This design comes from an exercise in tuning for small area on the open sky130 flow, not from production work. In this exercise RTL edits were held to simulation tests only and were not proved equivalent to the original. No activity file was given, so power comes from the tool's default toggle rates.

**flow/config.mk**
```make
export PLATFORM = sky130hd
export DESIGN_NAME = cu_codec
export DESIGN_NICKNAME = cu_codec
export VERILOG_FILES = /design/flow/design.v
export SDC_FILE = /design/flow/constraint.sdc
export NUM_CORES = 4
export LEC_CHECK = 0
export CAP_MARGIN = 20
export CORE_MARGIN = 2
export CORE_UTILIZATION = 70
export PLACE_DENSITY = 0.8
export SLEW_MARGIN = 20
```
**flow/flow/abc_area_map.script**
```
strash
dch -f
amap
buffer -c
```
**flow/design.v**
```verilog
module cu_codec (
    input  wire        clk,
    input  wire        rst_n,
    input  wire        req_valid,
    output wire        req_ready,
    input  wire [7:0]  req_op,
    input  wire [31:0] req_a,
    input  wire [31:0] req_v,
    input  wire [31:0] req_r,
    input  wire        close,
    output wire        rsp_valid,
    output wire [2:0]  rsp_code,
    output wire [2:0]  rsp_kind,
    output wire [31:0] rsp_fuel,
    output wire [3:0]  rsp_start,
    output wire [3:0]  rsp_mode,
    output wire [7:0]  rsp_pit,
    output wire [3:0]  rsp_display,
    output wire [4:0]  rsp_tm_addr,
    output wire [31:0] rsp_tm_stamp,
    output wire [3:0]  rsp_tm_sector,
    output wire [31:0] rsp_version,
    output wire [15:0] rsp_raw_len,
    output wire [63:0] rsp_raw_head,
    output reg  [15:0] discards,
    output wire        tx_valid,
    input  wire        tx_ready,
    output wire [7:0]  tx_data,
    output wire        tx_last,
    input  wire [1:0]  tx_status,
    input  wire        rx_valid,
    output wire        rx_ready,
    input  wire [7:0]  rx_data,
    input  wire        rx_last,
    input  wire        rx_timeout,
    input  wire        rx_ioerr,
    output reg         diag_valid,
    output wire [7:0]  diag_byte
);
    reg  [3:0]  st;
    wire s_resp  = st[3];
    wire s_idle  = ~st[3] & ~st[1] & ~st[0];
    wire s_send  = ~st[3] & ~st[1] &  st[0];
    wire s_await = ~st[3] &  st[1] & ~st[0];
    wire s_dec   = ~st[3] &  st[1] &  st[0];
    wire drop    = st[2];
    reg         closed;
    reg  [4:0]  op;                  
    reg  [15:0] cnt;                 
    reg  [3:0]  sum;                 
    reg         f3a;                 
    reg         chk;                 
    reg  [3:0]  s [0:13];            
    wire [3:0] vlo = s[2];
    wire [3:0] vhi = s[3];
    wire [3:0] rr  = s[4];
    wire [2:0] aa  = s[5][2:0];
    wire a_ok  = ~|req_a[31:3];
    wire v4_ok = ~|req_v[31:4];
    wire v8_ok = ~|req_v[31:8];
    wire r_ok  = ~|req_r[31:4];
    wire p_ok  = v4_ok && (req_v[3:0] != 4'd0) && (req_v[3:0] <= 4'd8);
    reg  [2:0] q_err;
    always @(*) begin
        q_err = 3'd0;
        case (req_op)
            8'h01, 8'h02, 8'h03: begin
                if (!a_ok || !v4_ok) q_err = 3'd1;
                else if (!r_ok)      q_err = 3'd2;
            end
            8'h04: begin
                if (!a_ok || !p_ok) q_err = 3'd1;
                else if (!r_ok)     q_err = 3'd2;
            end
            8'h05, 8'h08, 8'h09, 8'h0A,
            8'h10, 8'h11, 8'h12, 8'h13, 8'h14, 8'h15: q_err = 3'd0;
            8'h06: if (!v8_ok) q_err = 3'd1;
            8'h07: if (!v8_ok) q_err = 3'd2;
            default: q_err = 3'd6;
        endcase
    end
    wire is_btn  = op[4];
    wire is_ign  = ~op[4] & ~op[3] & (op[2:0] == 3'd7);
    wire is_rst  = ~op[4] &  op[3] & (op[2:0] == 3'd0);
    wire is_ver  = ~op[4] &  op[3] & (op[2:0] == 3'd1);
    wire is_req  = ~op[4] &  op[3] & (op[2:0] == 3'd2);
    wire is_lap1 = ~op[4] & ~op[3] & (op[2:0] == 3'd6);
    wire is_lap2 = ~op[4] &  op[3] & (op[2:0] == 3'd6);
    wire is_clr  = ~op[4] & ~op[3] & (op[2:0] == 3'd5);
    wire is_ww   = ~op[4] & ((~op[3] & (op[2:0] != 3'd7)) | is_lap2);
    reg [7:0] key;
    reg [2:0] lastidx;
    always @(*) begin
        if (is_btn)      begin key = 8'h54; lastidx = 3'd1; end
        else if (is_ww)  begin key = 8'h4A; lastidx = 3'd5; end
        else if (is_ign) begin key = 8'h3A; lastidx = 3'd3; end
        else if (is_rst) begin key = 8'h3D; lastidx = 3'd2; end
        else if (is_ver) begin key = 8'h30; lastidx = 3'd0; end
        else             begin key = 8'h3F; lastidx = 3'd0; end
    end
    wire has_chk = is_ww || is_ign;
    wire [2:0] idx = cnt[2:0];
    reg  [3:0] w1, b1, txn;
    always @(*) begin
        case (op[2:0])
            3'd1:    w1 = 4'd0;
            3'd2:    w1 = 4'd1;
            3'd3:    w1 = 4'd2;
            default: w1 = 4'd6;
        endcase
        case (op[2:0])
            3'd0:    b1 = 4'd1;
            3'd1:    b1 = 4'd2;
            3'd2:    b1 = 4'd5;
            3'd3:    b1 = 4'd6;
            3'd4:    b1 = 4'd7;
            default: b1 = 4'd8;
        endcase
        case (idx)
            3'd1:    txn = is_btn ? b1 : is_ign ? vlo : (is_rst | is_lap1) ? 4'd1 :
                           is_lap2 ? 4'd2 : w1;
            3'd2:    txn = is_ign ? vhi : (is_rst | is_clr) ? 4'd0 :
                           (is_lap1 | is_lap2) ? 4'hF : {aa, 1'b0};
            3'd3:    txn = is_clr ? 4'd0 : is_lap1 ? vhi : vlo;
            default: txn = is_clr ? 4'd9 : (is_lap1 | is_lap2) ? 4'd1 : rr;
        endcase
    end
    assign tx_valid = s_send;
    assign tx_last  = (idx == lastidx);
    assign tx_data  = (idx == 3'd0) ? key : {4'h3, (has_chk && tx_last) ? sum : txn};
    wire   tx_take  = s_send && tx_ready;
    assign req_ready = s_idle;
    assign rx_ready  = s_await;
    wire rx_take   = s_await && rx_valid;
    wire take_data = rx_take && !rx_timeout && !rx_ioerr;
    wire first     = (cnt == 16'd0) && !drop;
    wire match     = (rx_data == key);
    wire drop_now  = first ? !match : drop;
    wire mdata     = take_data && !first && !drop;     
    wire k17       = (cnt == 16'd17);
    wire sum_ok    = (rx_data == {4'h3, sum});
    wire lap_end   = take_data && rx_last && !drop_now && is_lap1;
    wire ge2  = |cnt[15:1];
    wire ge6  = |cnt[15:3] | (cnt[2] & cnt[1]);
    wire ge12 = |cnt[15:4] | (cnt[3] & cnt[2]);
    wire ge16 = |cnt[15:4];
    reg [2:0] d_code;
    always @(*) begin
        d_code = 3'd0;
        if (is_req) begin
            if (f3a && ge2) d_code = !ge16 ? 3'd2 : chk ? 3'd0 : 3'd3;
            else            d_code = !ge12 ? 3'd2 : chk ? 3'd0 : 3'd3;
        end else if (is_ver) begin
            d_code = !ge6 ? 3'd2 : chk ? 3'd0 : 3'd3;
        end
    end
    assign rsp_valid = s_resp;
    assign rsp_code  = st[2:0];
    assign rsp_kind  = (st[2:0] != 3'd0) ? 3'd0 :
                       is_req ? (f3a ? 3'd1 : 3'd2) :
                       is_ver ? 3'd4 : 3'd3;
    assign rsp_fuel      = {s[8], s[7], s[6], s[5], s[4], s[3], s[2], s[1]};
    assign rsp_start     = s[9];
    assign rsp_mode      = s[10];
    assign rsp_pit       = {s[12], s[11]};
    assign rsp_display   = s[13];
    assign rsp_tm_addr   = {1'b0, s[0]} - 5'd1;
    assign rsp_tm_stamp  = {s[2], s[1], s[4], s[3], s[6], s[5], s[8], s[7]};
    assign rsp_tm_sector = s[9];
    assign rsp_version   = {s[7], s[6], s[5], s[4], s[3], s[2], s[1], s[0]};
    assign rsp_raw_len   = cnt;
    assign rsp_raw_head  = {s[13], s[12], s[11], s[10], s[9], s[8], s[7], s[6],
                            s[5], s[4], s[3], s[2], s[1], s[0], key};
    assign diag_byte     = {s[1], s[0]};
    wire disc_ev = take_data && first && !match;
    always @(posedge clk) begin
        if (!rst_n) begin
            st         <= 4'd0;
            closed     <= 1'b0;
            diag_valid <= 1'b0;
        end else begin
            diag_valid <= disc_ev;
            if (close)
                closed <= 1'b1;
            if (s_idle) begin
                if (req_valid) begin
                    if (q_err != 3'd0) st <= {1'b1, q_err};
                    else if (closed)   st <= {1'b1, 3'd5};
                    else               st <= 4'b0001;
                end
            end else if (s_send) begin
                if (tx_take && tx_last) begin
                    if (tx_status == 2'd0)      st <= 4'b0010;
                    else if (tx_status == 2'd1) st <= {1'b1, 3'd4};
                    else                        st <= {1'b1, 3'd5};
                end
            end else if (s_await) begin
                if (rx_take) begin
                    if (rx_timeout)     st <= {1'b1, 3'd4};
                    else if (rx_ioerr)  st <= {1'b1, 3'd5};
                    else if (!rx_last)  st <= {1'b0, drop_now, 2'b10};
                    else if (drop_now)  st <= 4'b0010;
                    else if (is_lap1)   st <= 4'b0001;
                    else                st <= 4'b0011;
                end
            end else if (s_dec) begin
                st <= {1'b1, d_code};
            end else begin
                st <= 4'd0;
            end
        end
    end
    wire       d_clr = !rst_n || (s_idle && req_valid);
    wire [16:0] d_t;
    assign d_t[0] = disc_ev && !(&discards);
    genvar g;
    generate
        for (g = 0; g < 16; g = g + 1) begin : g_disc
            assign d_t[g+1] = d_t[g] && discards[g];
            always @(posedge clk)
                if (d_clr || d_t[g])
                    discards[g] <= !d_clr && !discards[g];
        end
    endgenerate
    wire        c_clr = s_idle || (tx_take && tx_last) || lap_end;
    wire [16:0] c_t;
    assign c_t[0] = tx_take || (take_data && !drop_now && !(&cnt));
    generate
        for (g = 0; g < 16; g = g + 1) begin : g_cnt
            assign c_t[g+1] = c_t[g] && cnt[g];
            always @(posedge clk)
                if (c_clr || c_t[g])
                    cnt[g] <= !c_clr && !cnt[g];
        end
    endgenerate
    wire clr_s  = take_data && first && match && !is_lap1;
    wire dg_s   = disc_ev;
    wire wr_s   = mdata && !is_lap1 && ~|cnt[15:4];
    wire [3:0] bus_e = rx_data[3:0] & {4{!clr_s}};
    wire [3:0] bus_o = ((is_req && !first) ? rx_data[3:0] : rx_data[7:4]) & {4{!clr_s}};
    reg  [13:0] we;
    integer i;
    always @(*) begin
        for (i = 0; i < 14; i = i + 1)
            we[i] = clr_s || (dg_s && i < 2) ||
                    (wr_s && (is_req ? (cnt[3:0] == i + 1) : (cnt[3:0] == i / 2 + 1)));
    end
    always @(posedge clk) begin
        if (s_idle)
            op <= req_op[4:0];
        else if (lap_end)
            op[3] <= 1'b1;
        if (tx_take || take_data)
            sum <= (first ? 4'd0 : sum) + (s_send ? tx_data[3:0] : rx_data[3:0]);
        if (mdata && cnt == 16'd1)
            f3a <= (rx_data == 8'h3A);
        if (mdata && (is_ver ? (cnt == 16'd5) :
                      f3a ? (cnt == 16'd15 || k17) : (cnt == 16'd11)))
            chk <= (k17 && chk) || sum_ok;
        for (i = 0; i < 14; i = i + 1) begin
            if (s_idle && i >= 2 && i <= 5) begin
                case (i)
                    2: s[i] <= req_v[3:0];
                    3: s[i] <= req_v[7:4];
                    4: s[i] <= req_r[3:0];
                    default: s[i] <= req_a[3:0];
                endcase
            end else if (we[i]) begin
                s[i] <= (i % 2) ? bus_o : bus_e;
            end
        end
    end
endmodule
```
**flow/flow/run.sh**
```bash
#!/bin/bash
# The standard layout (standard.sh) with three changes:
#  - synthesis maps with an area-oriented ABC script (abc_area_map.script)
#    instead of ORFS's delay-oriented one; registers are untouched;
#  - each port gets the smallest buffer (buf_1) instead of the resizer's pick;
#  - CTS uses clkbuf_8 and inserts no dummy loads.
set -euo pipefail
here=$(pwd)
rm -rf "$here/scripts_local"
cp -r "$FLOW_HOME/scripts" "$here/scripts_local"
cp "$here/flow/abc_area_map.script" "$here/scripts_local/abc_speed.script"
export SCRIPTS_DIR="$here/scripts_local"
export BUFFER_PORTS_ARGS="-buffer_cell sky130_fd_sc_hd__buf_1"
export CTS_ARGS="-sink_clustering_enable -repair_clock_nets -dont_use_dummy_load -buf_list sky130_fd_sc_hd__clkbuf_8"
bash standard.sh > "$here/flow.log" 2>&1
```
**flow/standard.sh**
```bash
#!/bin/bash
# synth_recipe.tcl (not shown) runs the flow's synth.tcl, then flattens the netlist and writes it again
# the make line also repeats each setting of config.mk as NAME=value (left out here)
make -C /OpenROAD-flow-scripts/flow DESIGN_CONFIG=/design/flow/config.mk WORK_HOME=/design/flow/orfs CLKGATE_MAP_FILE= SYNTH_SCRIPT=/design/flow/synth_recipe.tcl "${@:-finish}"
```
**flow/constraint.sdc**
```tcl
create_clock -name core_clock -period 12.0 [get_ports {clk}]
set_input_delay 2.4000 -clock core_clock [delete_from_list [all_inputs] [get_ports {clk}]]
set_output_delay 2.4000 -clock core_clock [all_outputs]
set_load 0.01 [all_outputs]
```
==> run notes, run 1 <==
Synthesis:
- The async set-reset flop share out of synthesis is 0%.
- The synthesized netlist contains 49 unique library cells.
- Yosys mapped a number of flops with a built-in enable equal to 99.
- The total of flip-flops plus latches after synthesis is 105.
- The most used flip-flop cell after synthesis is sky130_fd_sc_hd__edfxtp_1.
- The average cell area after synthesis is 8.679 um^2.
- The sequential share of the synthesized area is 43.62%.
- The area of the mapped netlist is 7091 um^2.
- Yosys printed 2 warnings.
- The number of instances in the synthesized netlist is 817.

Die:
- The die is 104.6 um wide.
- The starting density of the core is 72.21%.
- From bottom edge to top edge, the die measures 104.6 um.
- The floorplan has 36 rows.

Outcome:
- The tool reported: "[ERROR PPL-0024] Number of IO pins (372) exceeds maximum number of available positions (370). Increase the die perimeter from 418.58um to 505.92um".
- The flow did not finish.
- The flow stopped in 3_2_place_iop.
## Yosys cell counts (all sizes together), types with 11 or more instances
library cell  instances  area share [%]
a21oi                27             1.9
nor4                 22             1.9
inv                  86             4.6
nor3                 26             1.9
edfxtp               99              42
nand2                62             3.3
buf                 131              14
o22ai                25             2.2
nor2                153             8.2
o21ai                54             3.8
nand3                11            0.78
clkbuf               11             2.0
or3                  11             1.2
## cells by family after synthesis
kind of cell               count (synthesis)  synth area share [%]
AOI/OAI and AO/OA                        146                 12.55
and+or+nand+nor                          327                 21.93
DFF                                      105                 43.62
xor gates and xnor gates                   1                0.1235
other                                      1               0.05289
buffers and inverters                    232                 20.73
adders and majority gates                  5                0.9882
==> run 2: changes to the inputs <==
--- a/flow/config.mk
+++ b/flow/config.mk
@@ -8,5 +8,5 @@
 export CAP_MARGIN = 20
 export CORE_MARGIN = 2
-export CORE_UTILIZATION = 70
-export PLACE_DENSITY = 0.8
+export CORE_UTILIZATION = 55
+export PLACE_DENSITY = 0.65
 export SLEW_MARGIN = 20
==> run 2 against run 1 <==
- the run now finishes clean
- area after synthesis unchanged
- synthesized cell count unchanged
==> run notes, run 2 <==
Die:
- The floorplan step defined a core boundary enclosing 12620 um^2.
- The count of standard-cell rows came to 41 (was 36).
- The die extent in x was 117.5 um (was 104.6 um).
- The starting density of the core is 56.19% (was 72.21%).
- Pin placement for this block handled 372 I/O pins.
- The height of the chip is 117.5 um (was 104.6 um).
- The overall die area is 13820 um^2.

Synthesis:
- Leading cell types by total area after synthesis: sky130_fd_sc_hd__edfxtp_1, sky130_fd_sc_hd__buf_4, sky130_fd_sc_hd__nor2_1 (unchanged).
- The most used flip-flop cell after synthesis is sky130_fd_sc_hd__edfxtp_1 (unchanged).
- The most frequent cell after synthesis is sky130_fd_sc_hd__nor2_1 (unchanged).
- The warning count from the yosys run is 2 (unchanged).
- The number of flops mapped to enable cells by yosys is 99 (unchanged).
- The total of flip-flops plus latches after synthesis was 105 (unchanged).
- The sequential share of the synthesized area was 43.62% (unchanged).
- The number of distinct standard cells referenced by the synthesized netlist was 49 (unchanged).
- The cell taking the most area after synthesis is sky130_fd_sc_hd__edfxtp_1 (unchanged).
- Commonest cells in the netlist: sky130_fd_sc_hd__nor2_1, sky130_fd_sc_hd__buf_4, sky130_fd_sc_hd__edfxtp_1, sky130_fd_sc_hd__inv_1, sky130_fd_sc_hd__nand2_1 (unchanged).
- The average cell area after synthesis is 8.679 um^2 (unchanged).
- The async set-reset flop share out of synthesis is 0% (unchanged).
- The number of instances in the synthesized netlist is 817 (unchanged).
- The area fraction of the dominant cell type after synthesis came to 41.93% (unchanged).
- The area of the mapped netlist is 7091 um^2 (unchanged).

Global routing:
- The global-route wire length before repair is 31950 um.
- The initial antenna violation count came to 1.
- Global routing consumed, on the met2 layer, 52.27% of the routing resources.
- In the global route stage, met3 resource usage came out at 4.554%.
- The largest net degree at the start of global routing is 29.
- For this run, global-route usage on met1 was measured as 38.26%.
- The overall global routing resource usage is 29.61%.
- The via count of the first global-routing pass is 5904.
- After global routing, the most crowded layer is met2.
- Summed over all layers, the global routing overflow is 0.

Clocking:
- The root buffer cell is sky130_fd_sc_hd__clkbuf_8.
- Clock latency on the worst-skew pair, taken at its later pin, is 370 ps.
- The number of buffers inserted to repair setup after CTS is 0.
- The number of H-tree levels is 3.
- The count of instances resized after the clock tree is built is 0.
- Buffers inserted to repair hold after CTS numbered 0.
- In this run, CTS created clock tree buffers numbering 9.
- TritonCTS built the clock tree.
- Clock-pin slew was measured on the worst setup and hold paths at 90 ps.
- The number of clock sinks seen by CTS is 105.
- The deepest clock path buffer count is 2.

Layout:
- The layout filler cell count is 1198.
- s holds more flip-flops than any other register.
- The flip-flop count of the largest register, all copies and words added is 56.
- The post-layout instance count excluding filler cells is 1231.
- In the final layout, the registers with the most flip-flops are s x56, cnt x16, discards x16.
- In the layout the commonest cells are sky130_fd_sc_hd__buf_1, sky130_fd_sc_hd__nor2_1, sky130_fd_sc_hd__edfxtp_1, sky130_fd_sc_hd__inv_1, sky130_fd_sc_hd__nand2_1.
- The most common cell after layout, fill and taps aside is sky130_fd_sc_hd__buf_1.
- The area overhead of the layout relative to synthesis is 8.911%.
- Cells fill 61.19% of the core in the end.
- In the final layout, flip-flops and latches occupy 3093 um^2.
- In the final layout, the multi-input gates occupy 2531 um^2.
- The final net count is 1188.
- The fraction of layout instances using a drive strength above 1 is 6.144%.

Drt:
- The average wire per standard cell is 17.52 um.
- The number of search-and-repair iterations in the first detailed-routing pass is 6.
- The vias after detailed routing is 6669.
- Dividing the detail-routed via count by the number of cells gives 5.418.
- The final routed DRC violation total is 0.
- The number of routed nets with antenna violations is 0.
- The overall routed net length is 21570 um.
- The count of routing violations after the opening detailed-route iteration is 679.

STA:
- The final setup violation count is 0.
- The total count of max-transition violations in the final report is 0.
- Setup repair after global routing left no endpoint under its margin.
- Counting I/O delays and the setup requirement, the final critical path takes 6804 ps.
- The max-slew headroom at the worst pin is 39.57%.
- The final setup skew is 20.43 ps.
- Summed over all failing endpoints, the final setup total negative slack is 0 ps.
- For the pin with the worst max-slew slack, the measured transition is 903.1 ps.
- Timing would allow up to 0.1470 GHz.
- The number of hold violations in the final report was 0.
- After layout, the worst path uses 56.70% of the clock period.

Pwr:
- The design draws 1.707 mW.
- For this design the ratio of total power to cell area is 221.1 nW/um^2.
- For this design the static power due to leakage is 2.722 nW.
- The maximum vdd ir drop is 0.1081 mV.

Setup path:
- The critical path data arrival time is 6880 ps.
- The signal on the critical path passes through buf_1 -> inv_1 -> nor3_1 -> a31oi_1 -> a2111o_1 -> a221oi_1 -> o2111ai_1 -> a21oi_1 -> a32oi_1 -> or3_2 -> or3_2 -> nor2_1 -> nand4_1 -> or3_2 -> or3_2 -> nand3b_1 -> a21oi_1.
- STA puts the critical path data required time at 12080 ps.
- The class of the most critical setup path is input port to flip-flop.
- The type of origin of the critical path is an input port.
- The largest single stage delay on the critical path is 500 ps.
- The cell class contributing the biggest share of worst-path delay is simple AND/OR/NAND/NOR gates.
- The critical-path maximum fanout is 5.
- The total buffers and inverters traversed by the critical path is 2.
- The cell at the slowest stage of the critical path is sky130_fd_sc_hd__or3_2.
- In this design, the critical path's most frequently occurring cell is sky130_fd_sc_hd__or3_2.
- The category of the worst setup path capture point is a flip-flop.
- In this run the number of cells on the critical path is 17.
- Counting cells, the worst reg-to-reg path comes to 20.

Min path:
- The path category of the worst min-delay check is flip-flop to flip-flop.
- The worst hold path passes through 2 cells.

Place:
- In this run the tool buffered the top-level ports with 369 buffer cells.
- The HPWL after detailed placement is 17440 um.
- The placed instance count is 1221.
- The routability-driven placement congestion ratio is 0.9625.

Run:
- The tool flagged a number of max-cap violations equal to 0.

Outcome:
- Status: timing/DRC/antenna clean (was stopped before the end).
==> run 2: worst paths after layout <==
check / from / end / slack (ps)
hold reg to reg: closed / closed / 500
hold / removal: closed / closed / 500
setup reg to reg: op[4] / cnt[15] / 5620
setup / recovery: rx_data[6] / cnt[15] / 5200
==> run 2: through the flow <==
stage / instance area [um^2] / worst slack, ps / hold slack [ps]
after global placement: 7596 / 4970 / 481.6
after detailed placement: 7596 / 4868 / 487.5
after CTS: 7720 / 5237 / 504.7
after floorplan: 7094 / 5413 / 454.3
final: 7722 / 5196 / 499.7
after global routing: 7722 / 4888 / 524.9
==> run 2: kinds of logic (layout without fill, tap and decap cells) <==
kind of cell             count (synthesis)  count (layout)  synth area share [%]
AND/OR/NAND/NOR                        327             327                 21.93
buffers and inverters                  232             472                 20.73
AO/OA/AOI/OAI                          146             146                 12.55
flip-flops                             105             105                 43.62
adder cells (fa/ha/maj)                  5               5                0.9882
other                                    1               3               0.05289
XOR/XNOR                                 1               1                0.1235
==> run 2: where the power goes <==
group | internal, mW | switching (mW)
registers | 0.550 | 0.142
logic | 0.253 | 0.585
clock network | 0.0677 | 0.109
total | 0.871 | 0.836
==> run 2: layout make-up <==
class	instances	area share, %
Sequential cell	105	40.05
Timing Repair Buffer	374	18.42
Tap cell	172	2.787
Clock buffer	9	1.604
Multi-Input combinational cell	481	32.78
Inverter	89	4.326
Antenna cell	1	0.03240
==> run 2: metal layers <==
layer / up-vias / part of all wire [%]
met4: 0 / 1.8
met5: - / 0
li1: 3186 / -
met1: 3062 / 40
met3: 27 / 8.1
met2: 394 / 50
==> run 2: worst reg2reg max path: cells and delay by family (launching register included) <==
kind | cells | cell delay, ps
buffers and inverters | 3 | 570
AO/OA/AOI/OAI | 6 | 1370
flip-flops | 1 | 570
AND/OR/NAND/NOR | 11 | 3580
==> run 3: changes to the inputs <==
--- a/flow/flow/run.sh
+++ b/flow/flow/run.sh
@@ -12,4 +12,4 @@
 export SCRIPTS_DIR="$here/scripts_local"
 export BUFFER_PORTS_ARGS="-buffer_cell sky130_fd_sc_hd__buf_1"
-export CTS_ARGS="-sink_clustering_enable -repair_clock_nets -dont_use_dummy_load -buf_list sky130_fd_sc_hd__clkbuf_8"
+export CTS_ARGS="-sink_clustering_enable -repair_clock_nets -dont_use_dummy_load -buf_list sky130_fd_sc_hd__clkbuf_16 -sink_clustering_size 120 -sink_clustering_max_diameter 400"
 bash standard.sh > "$here/flow.log" 2>&1
==> run 3 against run 2 <==
- clock power up 41%
- fmax down 1.1%
- synthesized cell count unchanged
- combinational power about the same
- die area stayed put
- core utilization grew 0.80 points
- critical endpoint unchanged
- largest power group unchanged
==> run notes, run 3 <==
Die:
- The height of the chip is 117.5 um (unchanged).
- The core outline area is 12620 um^2 (unchanged).
- The starting density of the core came to 56.19% (unchanged).
- The die extent in x came to 117.5 um (unchanged).
- The number of I/O pins was 372 (unchanged).
- The overall die area is 13820 um^2 (unchanged).
- The count of standard-cell rows came to 41 (unchanged).

Outcome:
- Status: timing/DRC/antenna clean (unchanged).

Global routing:
- The overall global routing resource usage came to 29.64% (was 29.61%).
- The global-route wire length before repair is 32020 um (was 31950 um).
- The via count of the first global-routing pass was 5921 (was 5904).
- The overall overflow remaining after global route is 0 (unchanged).
- The largest net degree at the start of global routing is 29 (unchanged).
- The initial antenna violation count is 1 (unchanged).

STA:
- The hold slack is 495.1 ps (was 499.7 ps).
- The fmax is 0.1454 GHz (was 0.1470 GHz).
- The shortest period the worst path allows was 6879 ps (was 6804 ps).
- RSZ-0062 raised after global routing: no (unchanged).
- The sum of negative setup slack is 0 ps (unchanged).
- The number of hold violations in the final report came to 0 (unchanged).
- The final cycle utilization of the critical path is 57.33% (was 56.70%).
- The final setup violation count came to 0 (unchanged).
- The total count of max-transition violations in the final report is 0 (unchanged).
- The final setup skew was 13.62 ps (was 20.43 ps).
- The measured slew at the worst slew-check pin is 912.5 ps (was 903.1 ps).
- The max-slew headroom at the worst pin is 38.94% (was 39.57%).

Setup path:
- Critical path cell sequence: buf_1 -> inv_1 -> nor3_1 -> a31oi_1 -> a2111o_1 -> a221oi_1 -> o2111ai_1 -> a21oi_1 -> a32oi_1 -> or3_2 -> or3_2 -> nor2_1 -> nand4_1 -> or3_2 -> or3_2 -> nand3b_1 -> a21oi_1 (unchanged).
- The data required time of the worst path came to 12050 ps (was 12080 ps).
- The critical path data arrival time is 6930 ps (was 6880 ps).
- The cell at the slowest stage of the critical path is sky130_fd_sc_hd__or3_2 (unchanged).
- The cell repeated most along the worst path is sky130_fd_sc_hd__or3_2 (unchanged).
- The category of the worst setup path capture point is a flip-flop (unchanged).
- The critical-path maximum fanout is 5 (unchanged).
- The cell class contributing the biggest share of worst-path delay is simple AND/OR/NAND/NOR gates (unchanged).
- The class of the most critical setup path is input port to flip-flop (unchanged).
- The biggest cell delay along the critical path was 500 ps (about the same).
- The type of origin of the critical path is an input port (unchanged).
- The total buffers and inverters traversed by the critical path is 2 (unchanged).

Run:
- The max-capacitance violation count is 0 (unchanged).

Pwr:
- The leakage power of the design is 2.768 nW (was 2.722 nW).
- The power density of the placed cells is 227.5 nW/um^2 (was 221.1 nW/um^2).
- The maximum vdd ir drop is 0.1115 mV (was 0.1081 mV).

Synthesis:
- The sequential share of the synthesized area is 43.62% (unchanged).
- The average cell area after synthesis is 8.679 um^2 (unchanged).
- The warning count from the yosys run was 2 (unchanged).
- The area of the mapped netlist came to 7091 um^2 (unchanged).
- The async set-reset flop share out of synthesis is 0% (unchanged).
- Commonest cells in the netlist: sky130_fd_sc_hd__nor2_1, sky130_fd_sc_hd__buf_4, sky130_fd_sc_hd__edfxtp_1, sky130_fd_sc_hd__inv_1, sky130_fd_sc_hd__nand2_1 (unchanged).
- The number of instances in the synthesized netlist was 817 (unchanged).
- The most frequent cell after synthesis is sky130_fd_sc_hd__nor2_1 (unchanged).
- The area fraction of the dominant cell type after synthesis came to 41.93% (unchanged).
- The total of flip-flops plus latches after synthesis is 105 (unchanged).
- Leading cell types by total area after synthesis: sky130_fd_sc_hd__edfxtp_1, sky130_fd_sc_hd__buf_4, sky130_fd_sc_hd__nor2_1 (unchanged).
- The number of flops mapped to enable cells by yosys is 99 (unchanged).
- The number of distinct standard cells referenced by the synthesized netlist came to 49 (unchanged).
- The most used flip-flop cell after synthesis is sky130_fd_sc_hd__edfxtp_1 (unchanged).
- The cell taking the most area after synthesis is sky130_fd_sc_hd__edfxtp_1 (unchanged).

Drt:
- The vias after detailed routing is 6659 (was 6669).
- The overall routed net length is 21520 um (was 21570 um).
- The final routed DRC violation total is 0 (unchanged).
- The average wire per standard cell is 17.48 um (was 17.52 um).
- The count of routing violations after the opening detailed-route iteration is 628 (was 679).
- The number of search-and-repair iterations in the first detailed-routing pass is 5 (was 6).
- The number of routed nets with antenna violations is 0 (unchanged).
- The via density per instance is 5.409 (was 5.418).

Clocking:
- The deepest clock path buffer count came to 2 (unchanged).
- The number of clock sinks seen by CTS is 105 (unchanged).
- The count of instances resized after the clock tree is built is 0 (unchanged).
- The number of buffers inserted to repair setup after CTS is 0 (unchanged).
- The total CTS buffers is 9 (unchanged).
- The clock latency at the later pin of the worst-skew pair came to 340 ps (was 370 ps).
- The count of hold buffers inserted by post-cts repair is 0 (unchanged).
- The clock transition at the registers of the reported paths came to 60 ps (was 90 ps).
- The number of H-tree levels is 3 (unchanged).
- The clock tree from TritonCTS is yes (unchanged).
- The root buffer cell is sky130_fd_sc_hd__clkbuf_16 (was sky130_fd_sc_hd__clkbuf_8).

Place:
- The routability-driven placement congestion ratio is 0.9625 (unchanged).
- The number of buffers inserted by port buffering came to 369 (unchanged).
- The post-detailed-placement half-perimeter wirelength is 17440 um (unchanged).

Layout:
- The fraction of layout instances using a drive strength above 1 is 6.144% (unchanged).
- The final net count was 1188 (unchanged).
- Registers with the highest flip-flop counts: s x56, cnt x16, discards x16 (unchanged).
- Most frequent cells in the layout: sky130_fd_sc_hd__buf_1, sky130_fd_sc_hd__nor2_1, sky130_fd_sc_hd__edfxtp_1, sky130_fd_sc_hd__inv_1, sky130_fd_sc_hd__nand2_1 (unchanged).
- The register with the most flip-flops is s (unchanged).
- The flip-flop count of the largest register, all copies and words added is 56 (unchanged).
- The area overhead of the layout relative to synthesis came to 10.34% (was 8.911%).
- The most common cell after layout, fill and taps aside is sky130_fd_sc_hd__buf_1 (unchanged).

Min path:
- The path category of the worst min-delay check is flip-flop to flip-flop (unchanged).
==> run 3: cell count changes in the layout (fill, tap and decap cells not counted) <==
cell | previous run | this run
sky130_fd_sc_hd__clkbuf_8 | 9 | 0
sky130_fd_sc_hd__clkbuf_16 | 0 | 9
==> run 3: cell families (layout without fill, tap and decap cells) <==
group                      Yosys count  in the layout  synth area share [%]
and+or+nand+nor                    327            327                 21.93
buffers and inverters              232            472                 20.73
xor gates and xnor gates             1              1                0.1235
DFF                                105            105                 43.62
AOI/OAI and AO/OA                  146            146                 12.55
other                                1              3               0.05289
adders and majority gates            5              5                0.9882
==> run 3: worst min-delay path, cell delays in order (launching register included) <==
cell and delay (ps):
sky130_fd_sc_hd__dfxtp_1 340, sky130_fd_sc_hd__nor2_1 50, sky130_fd_sc_hd__nor2_1 70
==> run 3: cell type report <==
| class | count | area (um^2) |
|---|---|---|
| diodes | 1 | 2.502 |
| clock buffers | 9 | 225.2 |
| fillers | 1181 | 4796 |
| inverters | 89 | 334.1 |
| multi-input cells | 481 | 2531 |
| flip-flops and latches | 105 | 3093 |
| well taps | 172 | 215.2 |
| repair buffers | 374 | 1423 |
==> run 3: where the power goes <==
group	leakage, nW	total, mW	switching, mW	internal [mW]
logic	1.65	0.838	0.585	0.253
registers	1.01	0.693	0.142	0.551
clock network	0.111	0.249	0.117	0.133
==> run 3: path summary, 6_finish.rpt <==
check,startpoint,to,slack (ps),cells after the start
max,rx_data[6],cnt[15],5120,17
max reg2reg,op[4],cnt[15],5640,20
min,closed,closed,500,2
min reg2reg,closed,closed,500,2
==> run 3: through the flow <==
stage / setup WS [ps] / instance area (um^2) / power, mW / cells / util (%)
2_1_floorplan: 5413 / 7094 / 1.300 / 818 / -
3_3_place_gp: 4970 / 7596 / 1.525 / 1221 / 60.19
4_1_cts: 5206 / 7821 / 1.774 / 1230 / 61.98
5_1_grt: 4852 / 7824 / 1.887 / 1231 / 62.00
6_report: 5121 / 7824 / 1.780 / 1231 / 62.00
3_5_place_dp: 4868 / 7596 / 1.526 / 1221 / 60.19
==> run 3: per-layer routing <==
metal	GRT usage, %	share of wire, %	up-vias
li1	-	-	3185
met1	38.19	41	3060
met2	52.38	49	387
met3	4.603	8.0	27
met4	7.304	2.0	0
met5	0	0	-
==> run 4: changes to the inputs <==
--- a/flow/design.v
+++ b/flow/design.v
@@ -219,6 +219,5 @@
             assign d_t[g+1] = d_t[g] && discards[g];
             always @(posedge clk)
-                if (d_clr || d_t[g])
-                    discards[g] <= !d_clr && !discards[g];
+                discards[g] <= !d_clr && (discards[g] ^ d_t[g]);
         end
     endgenerate
@@ -230,6 +229,5 @@
             assign c_t[g+1] = c_t[g] && cnt[g];
             always @(posedge clk)
-                if (c_clr || c_t[g])
-                    cnt[g] <= !c_clr && !cnt[g];
+                cnt[g] <= !c_clr && (cnt[g] ^ c_t[g]);
         end
     endgenerate
--- a/flow/flow/run.sh
+++ b/flow/flow/run.sh
@@ -12,4 +12,4 @@
 export SCRIPTS_DIR="$here/scripts_local"
 export BUFFER_PORTS_ARGS="-buffer_cell sky130_fd_sc_hd__buf_1"
-export CTS_ARGS="-sink_clustering_enable -repair_clock_nets -dont_use_dummy_load -buf_list sky130_fd_sc_hd__clkbuf_16 -sink_clustering_size 120 -sink_clustering_max_diameter 400"
+export CTS_ARGS="-sink_clustering_enable -repair_clock_nets -dont_use_dummy_load -root_buf sky130_fd_sc_hd__clkbuf_8 -buf_list sky130_fd_sc_hd__clkbuf_4"
 bash standard.sh > "$here/flow.log" 2>&1
==> run 4 against run 3 <==
- register-to-register slack worse by 260 ps
- global-route usage is 1.3 points lower
- still clean on timing, DRC and antenna
- die area is 1.4% lower
- first-iteration DRC count is 36% lower
- routed wire length is 5.9% lower
- sequential power is 23% lower
- final cell count is 3.4% lower
==> run notes, run 4 <==
Synthesis:
- The async set-reset flop share out of synthesis is 0% (unchanged).
- The most used flip-flop cell after synthesis is sky130_fd_sc_hd__edfxtp_1 (unchanged).
- The number of flops mapped to enable cells by yosys is 67 (was 99).
- The area fraction of the dominant cell type after synthesis came to 28.80% (was 41.93%).
- The area of the mapped netlist is 6985 um^2 (was 7091 um^2).
- The most frequent cell after synthesis is sky130_fd_sc_hd__buf_4 (was sky130_fd_sc_hd__nor2_1).
- The total of flip-flops plus latches after synthesis is 105 (unchanged).
- The sequential share of the synthesized area is 39.69% (was 43.62%).
- The number of instances in the synthesized netlist was 778 (was 817).
- The average cell area after synthesis is 8.979 um^2 (was 8.679 um^2).
- The warning count from the yosys run is 2 (unchanged).
- Leading cell types by total area after synthesis: sky130_fd_sc_hd__edfxtp_1, sky130_fd_sc_hd__buf_4, sky130_fd_sc_hd__dfxtp_1 (was sky130_fd_sc_hd__edfxtp_1, sky130_fd_sc_hd__buf_4, sky130_fd_sc_hd__nor2_1).
- The cell taking the most area after synthesis is sky130_fd_sc_hd__edfxtp_1 (unchanged).
- The number of distinct standard cells referenced by the synthesized netlist is 55 (was 49).
- Commonest cells in the netlist: sky130_fd_sc_hd__buf_4, sky130_fd_sc_hd__nor2_1, sky130_fd_sc_hd__inv_1, sky130_fd_sc_hd__edfxtp_1, sky130_fd_sc_hd__o21ai_0 (was sky130_fd_sc_hd__nor2_1, sky130_fd_sc_hd__buf_4, sky130_fd_sc_hd__edfxtp_1, sky130_fd_sc_hd__inv_1, sky130_fd_sc_hd__nand2_1).

Clocking:
- The number of buffers inserted to repair setup after CTS is 0 (unchanged).
- The count of hold buffers inserted by post-cts repair is 0 (unchanged).
- The clock transition at the registers of the reported paths is 90 ps (was 60 ps).
- The clock latency at the later pin of the worst-skew pair is 380 ps (was 340 ps).
- The clock tree from TritonCTS is yes (unchanged).
- The deepest clock path buffer count is 2 (unchanged).
- The root buffer cell was sky130_fd_sc_hd__clkbuf_8 (was sky130_fd_sc_hd__clkbuf_16).
- The number of clock sinks seen by CTS is 105 (unchanged).
- The number of H-tree levels is 3 (unchanged).
- The total CTS buffers is 9 (unchanged).
- The count of instances resized after the clock tree is built is 0 (unchanged).

Layout:
- The post-layout instance count excluding filler cells is 1189 (was 1231).
- The register with the most flip-flops is s (unchanged).
- The most common cell after layout, fill and taps aside is sky130_fd_sc_hd__buf_1 (unchanged).
- The final net count is 1177 (was 1188).
- The layout filler cell count was 1150 (was 1181).
- Most frequent cells in the layout: sky130_fd_sc_hd__buf_1, sky130_fd_sc_hd__nor2_1, sky130_fd_sc_hd__inv_1, sky130_fd_sc_hd__edfxtp_1, sky130_fd_sc_hd__o21ai_0 (was sky130_fd_sc_hd__buf_1, sky130_fd_sc_hd__nor2_1, sky130_fd_sc_hd__edfxtp_1, sky130_fd_sc_hd__inv_1, sky130_fd_sc_hd__nand2_1).
- The antenna diode count is 0 (was 1).
- The flip-flop count of the largest register, all copies and words added came to 56 (unchanged).
- The fraction of layout instances using a drive strength above 1 is 8.555% (was 6.144%).
- The area of all sequential standard cells is 2773 um^2 (was 3093 um^2).
- The multi-input logic area came to 2816 um^2 (was 2531 um^2).
- Registers with the highest flip-flop counts: s x56, cnt x16, discards x16 (unchanged).
- The area overhead of the layout relative to synthesis is 8.777% (was 10.34%).

Pwr:
- The power density of the placed cells came to 171.8 nW/um^2 (was 227.5 nW/um^2).
- The maximum vdd ir drop is 0.1002 mV (was 0.1115 mV).
- The net switching power figure came to 0.5909 mW (was 0.8432 mW).
- The leakage power of the design is 2.957 nW (was 2.768 nW).
- The internal power component is 0.7144 mW (was 0.9367 mW).
- The portion of total power attributed to combinational logic is 45.7% (was 47.1%).
- The sequential group share of total power came to 40.9% (was 38.9%).
- The part of the total power dissipated in the clock network is 13.4% (was 14.0%).
- The proportion of total power due to net switching came to 45.27% (was 47.37%).

Min path:
- The path category of the worst min-delay check is flip-flop to flip-flop (unchanged).
- The count of cells along the worst hold path is 2 (unchanged).
- The end of the worst hold path is closed (unchanged).
- The startpoint of the lowest-slack hold path was closed (unchanged).

Outcome:
- Status: timing/DRC/antenna clean (unchanged).

Global routing:
- The largest net degree at the start of global routing is 28 (was 29).
- The initial antenna violation count is 0 (was 1).
- The via count of the first global-routing pass is 5496 (was 5921).
- The overall overflow remaining after global route was 0 (unchanged).
- The global-route wire length before repair is 28710 um (was 32020 um).
- The overall global routing resource usage is 28.32% (was 29.64%).

Setup path:
- The critical path data arrival time was 6900 ps (was 6930 ps).
- The capturing point of the worst reg2reg path is cnt[14] (was cnt[15]).
- The data required time of the worst path is 12280 ps (was 12050 ps).
- The critical-path maximum fanout was 9 (was 5).
- The type of origin of the critical path is a flip-flop (was input port).
- The class of the most critical setup path is flip-flop to flip-flop (was input port to flip-flop).
- The depth of the worst register-to-register path was 24 (was 20).
- The beginning of the worst register-to-register path is cnt[13] (was op[4]).
- The worst setup slack for register-to-register paths is 5380 ps (was 5640 ps).
- The category of the worst setup path capture point is a flip-flop (unchanged).

STA:
- The shortest period the worst path allows is 6624 ps (was 6879 ps).
- The fmax was 0.1510 GHz (was 0.1454 GHz).
- The measured slew at the worst slew-check pin is 895.4 ps (was 912.5 ps).
- The final setup violation count came to 0 (unchanged).
- The sum of negative setup slack is 0 ps (unchanged).
- The number of hold violations in the final report is 0 (unchanged).
- RSZ-0062 raised after global routing: no (unchanged).
- The max-slew headroom at the worst pin is 39.67% (was 38.94%).
- The total count of max-transition violations in the final report is 0 (unchanged).
- The final cycle utilization of the critical path is 55.20% (was 57.33%).
- The final setup skew is 24.81 ps (was 13.62 ps).

Drt:
- The final routed DRC violation total came to 0 (unchanged).
- The count of routing violations after the opening detailed-route iteration is 400 (was 628).
- The overall routed net length came to 20250 um (was 21520 um).
- The vias after detailed routing is 6382 (was 6659).
- The met1 wire length was 8120 um (was 8743 um).
- The number of routed nets with antenna violations is 0 (unchanged).
- The met3 routed wirelength is 1572 um (was 1722 um).
- The via density per instance is 5.368 (was 5.409).
- The highest layer used for signal routing was met4 (unchanged).
- The met2 wirelength from detailed routing is 10070 um (was 10620 um).
- The average wire per standard cell is 17.03 um (was 17.48 um).
- The number of search-and-repair iterations in the first detailed-routing pass is 5 (unchanged).

Die:
- The height of the chip is 116.7 um (was 117.5 um).
- The count of standard-cell rows was 41 (unchanged).
- The die extent in x is 116.7 um (was 117.5 um).
- The overall die area is 13620 um^2 (was 13820 um^2).
- The starting density of the core came to 55.81% (was 56.19%).
- The number of I/O pins is 372 (unchanged).
- The core outline area is 12520 um^2 (was 12620 um^2).

Place:
- The post-detailed-placement half-perimeter wirelength is 16630 um (was 17440 um).
- The routability-driven placement congestion ratio is 1.011 (was 0.9625).
- The placed instance count is 1180 (was 1221).
- The number of buffers inserted by port buffering is 369 (unchanged).

Run:
- The max-capacitance violation count is 0 (unchanged).
-- run 4: metrics by stage --
step	hold WS, ps	utilization (%)	instance area [um^2]	power [mW]	setup WS, ps
after floorplan	447.8	-	6989	0.9961	5440
after global placement	477.5	59.72	7475	1.129	5310
after detailed placement	481.7	59.72	7475	1.131	5206
after CTS	497.9	60.71	7599	1.301	5413
after global routing	551.3	60.71	7599	1.392	5029
final	497.7	60.71	7599	1.305	5376
-- run 4: how the worst max path moves through the flow --
stage              endpoint  startpoint
4_1_cts             cnt[14]     cnt[13]
6_report            cnt[14]     cnt[13]
3_5_place_dp   discards[14]  rx_data[1]
3_3_place_gp   discards[14]  rx_data[1]
2_1_floorplan       cnt[14]     cnt[13]
5_1_grt             cnt[15]     cnt[13]
-- run 4: critical path: stages (launching register included) --
cell and delay [ps]:
sky130_fd_sc_hd__dfxtp_1 350, sky130_fd_sc_hd__or4_2 670, sky130_fd_sc_hd__or3_2 440, sky130_fd_sc_hd__or3_2 430, sky130_fd_sc_hd__or3_2 490, sky130_fd_sc_hd__nor4_2 630, sky130_fd_sc_hd__a21oi_1 270, sky130_fd_sc_hd__nand3_1 150
sky130_fd_sc_hd__nand2_1 80, sky130_fd_sc_hd__ha_1 180, sky130_fd_sc_hd__ha_1 190, sky130_fd_sc_hd__ha_1 190, sky130_fd_sc_hd__ha_1 180, sky130_fd_sc_hd__ha_1 180, sky130_fd_sc_hd__ha_1 180, sky130_fd_sc_hd__ha_1 190
sky130_fd_sc_hd__ha_1 190, sky130_fd_sc_hd__ha_1 180, sky130_fd_sc_hd__ha_1 180, sky130_fd_sc_hd__ha_1 180, sky130_fd_sc_hd__ha_1 200, sky130_fd_sc_hd__ha_1 190, sky130_fd_sc_hd__ha_1 170, sky130_fd_sc_hd__ha_1 260
sky130_fd_sc_hd__and2b_2 190
-- run 4: logic make-up (layout without fill, tap and decap cells) --
group,Yosys count,after routing,synth area share [%]
AO/OA/AOI/OAI,131,131,11.80
XOR/XNOR,1,1,0.1254
adder cells (fa/ha/maj),35,35,6.377
buffers and inverters,215,453,20.04
flip-flops,105,105,39.69
other,1,2,0.05368
AND/OR/NAND/NOR,290,290,21.91
-- run 4: area by class of cell --
| class | instances | share of cell area, % |
|---|---|---|
| Sequential cell | 105 | 36.49 |
| Multi-Input combinational cell | 459 | 37.07 |
| Timing Repair Buffer | 370 | 18.33 |
| Clock buffer | 9 | 1.630 |
| Tap cell | 172 | 2.832 |
| Inverter | 74 | 3.656 |
-- run 4: metal layers --
metal  up-vias  GRT usage, %
met1      2937         35.82
met2       349         48.17
met4         0         11.84
li1       3065             -
met5         -             0
met3        31         4.619
-- run 4: power by group through the flow --
stage | Sequential (mW) | Clock (mW) | Combinational (mW)
finish | 0.534 | 0.175 | 0.596
global route | 0.545 | 0.187 | 0.660
CTS | 0.534 | 0.176 | 0.591
detailed placement | 0.542 | 0 | 0.589
global placement | 0.541 | 0 | 0.588
floorplan | 0.527 | 0 | 0.469
==> run 5: changes to the inputs <==
--- a/flow/flow/run.sh
+++ b/flow/flow/run.sh
@@ -12,4 +12,4 @@
 export SCRIPTS_DIR="$here/scripts_local"
 export BUFFER_PORTS_ARGS="-buffer_cell sky130_fd_sc_hd__buf_1"
-export CTS_ARGS="-sink_clustering_enable -repair_clock_nets -dont_use_dummy_load -root_buf sky130_fd_sc_hd__clkbuf_8 -buf_list sky130_fd_sc_hd__clkbuf_4"
+export CTS_ARGS="-sink_clustering_enable -repair_clock_nets -dont_use_dummy_load -buf_list sky130_fd_sc_hd__clkbuf_8"
 bash standard.sh > "$here/flow.log" 2>&1
==> run 5 against run 4 <==
- global-route usage did not move
- largest cell class unchanged
- clock skew did not move
- clock-buffer cell count unchanged
- critical endpoint unchanged
- still clean on timing, DRC and antenna
==> run notes, run 5 <==
Outcome:
- Status: timing/DRC/antenna clean (unchanged).

Drt:
- The vias after detailed routing is 6382 (unchanged).
- The overall routed net length came to 20250 um (unchanged).
- The via density per instance came to 5.368 (unchanged).
- The final routed DRC violation total came to 0 (unchanged).
- The number of routed nets with antenna violations is 0 (unchanged).
- The count of routing violations after the opening detailed-route iteration was 400 (unchanged).
- The average wire per standard cell came to 17.03 um (unchanged).
- The number of search-and-repair iterations in the first detailed-routing pass came to 5 (unchanged).

Place:
- The post-detailed-placement half-perimeter wirelength is 16630 um (unchanged).
- The pre-CTS setup slack is 5206 ps (unchanged).
- The number of buffers inserted by port buffering is 369 (unchanged).
- The routability-driven placement congestion ratio is 1.011 (unchanged).

Synthesis:
- The sequential share of the synthesized area is 39.69% (unchanged).
- Leading cell types by total area after synthesis: sky130_fd_sc_hd__edfxtp_1, sky130_fd_sc_hd__buf_4, sky130_fd_sc_hd__dfxtp_1 (unchanged).
- The most frequent cell after synthesis was sky130_fd_sc_hd__buf_4 (unchanged).
- The area of the mapped netlist is 6985 um^2 (unchanged).
- The number of flops mapped to enable cells by yosys is 67 (unchanged).
- The warning count from the yosys run is 2 (unchanged).
- The total of flip-flops plus latches after synthesis is 105 (unchanged).
- The average cell area after synthesis was 8.979 um^2 (unchanged).
- Commonest cells in the netlist: sky130_fd_sc_hd__buf_4, sky130_fd_sc_hd__nor2_1, sky130_fd_sc_hd__inv_1, sky130_fd_sc_hd__edfxtp_1, sky130_fd_sc_hd__o21ai_0 (unchanged).
- The number of distinct standard cells referenced by the synthesized netlist is 55 (unchanged).
- The most used flip-flop cell after synthesis is sky130_fd_sc_hd__edfxtp_1 (unchanged).
- The cell taking the most area after synthesis is sky130_fd_sc_hd__edfxtp_1 (unchanged).
- The async set-reset flop share out of synthesis came to 0% (unchanged).
- The number of instances in the synthesized netlist is 778 (unchanged).
- The area fraction of the dominant cell type after synthesis was 28.80% (unchanged).

Setup path:
- Critical path cell sequence: or4_2 -> or3_2 -> or3_2 -> or3_2 -> nor4_2 -> a21oi_1 -> nand3_1 -> nand2_1 -> ha_1 -> ha_1 -> ha_1 -> ha_1 -> ha_1 -> ha_1 -> ha_1 -> ha_1 -> ha_1 -> ha_1 -> ha_1 -> ha_1 -> ha_1 -> ha_1 -> ha_1 -> and2b_2 (unchanged).
- The data required time of the worst path is 12280 ps (about the same).
- The biggest cell delay along the critical path is 670 ps (about the same).
- The cell class contributing the biggest share of worst-path delay is simple AND/OR/NAND/NOR gates (unchanged).
- The total buffers and inverters traversed by the critical path came to 0 (unchanged).
- The critical path data arrival time was 6900 ps (about the same).
- The class of the most critical setup path is flip-flop to flip-flop (unchanged).
- The type of origin of the critical path is a flip-flop (unchanged).
- The category of the worst setup path capture point is a flip-flop (unchanged).
- The cell at the slowest stage of the critical path is sky130_fd_sc_hd__or4_2 (unchanged).
- The critical-path maximum fanout is 9 (unchanged).
- The cell repeated most along the worst path is sky130_fd_sc_hd__ha_1 (unchanged).

Die:
- The starting density of the core is 55.81% (unchanged).
- The core outline area is 12520 um^2 (unchanged).
- The die extent in x is 116.7 um (unchanged).
- The count of standard-cell rows is 41 (unchanged).
- The overall die area is 13620 um^2 (unchanged).
- The height of the chip is 116.7 um (unchanged).
- The number of I/O pins is 372 (unchanged).

STA:
- The sum of negative setup slack is 0 ps (unchanged).
- The worst setup margin is 5376 ps (unchanged).
- The hold slack is 497.7 ps (unchanged).
- The measured slew at the worst slew-check pin is 895.4 ps (unchanged).
- The fmax is 0.1510 GHz (unchanged).
- The max-slew headroom at the worst pin is 39.67% (unchanged).
- The final setup violation count is 0 (unchanged).
- The shortest period the worst path allows is 6624 ps (unchanged).
- The total count of max-transition violations in the final report was 0 (unchanged).
- The final setup skew came to 24.81 ps (unchanged).
- The final cycle utilization of the critical path is 55.20% (unchanged).
- The number of hold violations in the final report came to 0 (unchanged).
- RSZ-0062 raised after global routing: no (unchanged).

Global routing:
- The initial antenna violation count is 0 (unchanged).
- The via count of the first global-routing pass came to 5496 (unchanged).
- The overall overflow remaining after global route is 0 (unchanged).
- The overall global routing resource usage is 28.32% (unchanged).
- The global-route wire length before repair is 28710 um (unchanged).
- The largest net degree at the start of global routing was 28 (unchanged).

Layout:
- The antenna diode count was 0 (unchanged).
- The fraction of layout instances using a drive strength above 1 was 8.555% (unchanged).
- The final net count is 1177 (unchanged).
- The most common cell after layout, fill and taps aside is sky130_fd_sc_hd__buf_1 (unchanged).
- The register with the most flip-flops is s (unchanged).
- The area overhead of the layout relative to synthesis is 8.777% (unchanged).
- The layout filler cell count is 1150 (unchanged).
- The final standard cell utilization of the core is 60.71% (unchanged).
- The flip-flop count of the largest register, all copies and words added is 56 (unchanged).
- Most frequent cells in the layout: sky130_fd_sc_hd__buf_1, sky130_fd_sc_hd__nor2_1, sky130_fd_sc_hd__inv_1, sky130_fd_sc_hd__edfxtp_1, sky130_fd_sc_hd__o21ai_0 (unchanged).
- Registers with the highest flip-flop counts: s x56, cnt x16, discards x16 (unchanged).

Clocking:
- The clock transition at the registers of the reported paths came to 90 ps (about the same).
- The number of H-tree levels came to 3 (unchanged).
- The number of clock sinks seen by CTS is 105 (unchanged).
- The total CTS buffers is 9 (unchanged).
- The clock tree from TritonCTS is yes (unchanged).
- The root buffer cell is sky130_fd_sc_hd__clkbuf_8 (unchanged).
- The number of buffers inserted to repair setup after CTS was 0 (unchanged).
- The deepest clock path buffer count is 2 (unchanged).
- The clock latency at the later pin of the worst-skew pair is 380 ps (about the same).
- The count of hold buffers inserted by post-cts repair was 0 (unchanged).
- The count of instances resized after the clock tree is built is 0 (unchanged).

Run:
- The max-capacitance violation count is 0 (unchanged).

Pwr:
- The maximum vdd ir drop came to 0.1002 mV (unchanged).
- The total power was 1.305 mW (unchanged).
- The power density of the placed cells is 171.8 nW/um^2 (unchanged).
- The leakage power of the design was 2.957 nW (unchanged).

Min path:
- The path category of the worst min-delay check is flip-flop to flip-flop (unchanged).
[run 5: path summary, 6_finish.rpt]
kind | start | end | slack, ps | cells past startpoint
max | cnt[13] | cnt[14] | 5380 | 24
min | closed | closed | 500 | 2
max reg2reg | cnt[13] | cnt[14] | 5380 | 24
min reg2reg | closed | closed | 500 | 2
[run 5: kinds of logic (layout without fill, tap and decap cells)]
kind of cell	count (synthesis)	in the layout	share of synthesized area [%]
AO/OA/AOI/OAI	131	131	11.80
flip-flops	105	105	39.69
other	1	2	0.05368
adder cells (fa/ha/maj)	35	35	6.377
buffers and inverters	215	453	20.04
AND/OR/NAND/NOR	290	290	21.91
XOR/XNOR	1	1	0.1254
[run 5: worst reg2reg max path, delay by kind of cell (launching register included)]
family | cells | cell delay (ps)
AOI/OAI and AO/OA | 1 | 270
adders and majority gates | 15 | 2850
and+or+nand+nor | 8 | 3080
DFF | 1 | 350
[run 5: layout make-up]
cell class                 instances  area (um^2)  share of cell area, %
multi-input combinational        459         2816                  37.07
sequential                       105         2773                  36.49
timing repair buffer             370         1393                  18.33
inverter                          74        277.8                  3.656
tap                              172        215.2                  2.832
clock buffer                       9        123.9                  1.630
[run 5: through the flow]
step	cell area, um^2	instances
floorplan	6989	779
global placement	7475	1180
detailed placement	7475	1180
CTS	7599	1189
global route	7599	1189
finish	7599	1189
[run 5: where the power goes]
group / internal [mW] / switching [mW] / total, mW
clock network: 0.0676 / 0.107 / 0.175
registers: 0.459 / 0.0748 / 0.534
logic: 0.188 / 0.409 / 0.596
[run 5: layer usage]
layer	routed length, um	global-route usage, %	up-vias
met5	0	0	-
met4	487	11.84	0
met1	8120	35.82	2937
met3	1572	4.619	31
li1	-	-	3065
met2	10070	48.17	349

[re-timing with driven ports]
In the flow no input, the clock included, has a driving cell. The finished layouts below were timed again as built, in two steps. Step 1 sets driving cells, clkbuf_16 on the clock port and buf_2 on the other inputs (assumed; they add their load-dependent delay and slew). Step 2 times the ports against the registers' clock, not the clock port: input delays grow and output delays shrink by t, the midpoint of the rising clock arrivals with the driver on. Three values: no drivers, after step 1, after step 2; two values: the first two.
run | shift t [ns] | setup slack, ns | worst setup path after step 2
run 2 | 0.395 | 5.196 / 5.209 / 4.814 | input to register
run 3 | 0.374 | 5.121 / 5.138 / 4.764 | input to register
run 4 | 0.402 | 5.376 / 5.376 / 5.147 | input to register
run 5 | 0.402 | 5.376 / 5.376 / 5.147 | input to register
After both steps every run listed still meets setup and hold. For run 2, which loses most, drivers alone change the setup slack by +0.013 ns; drivers and shift together by -0.382 ns.
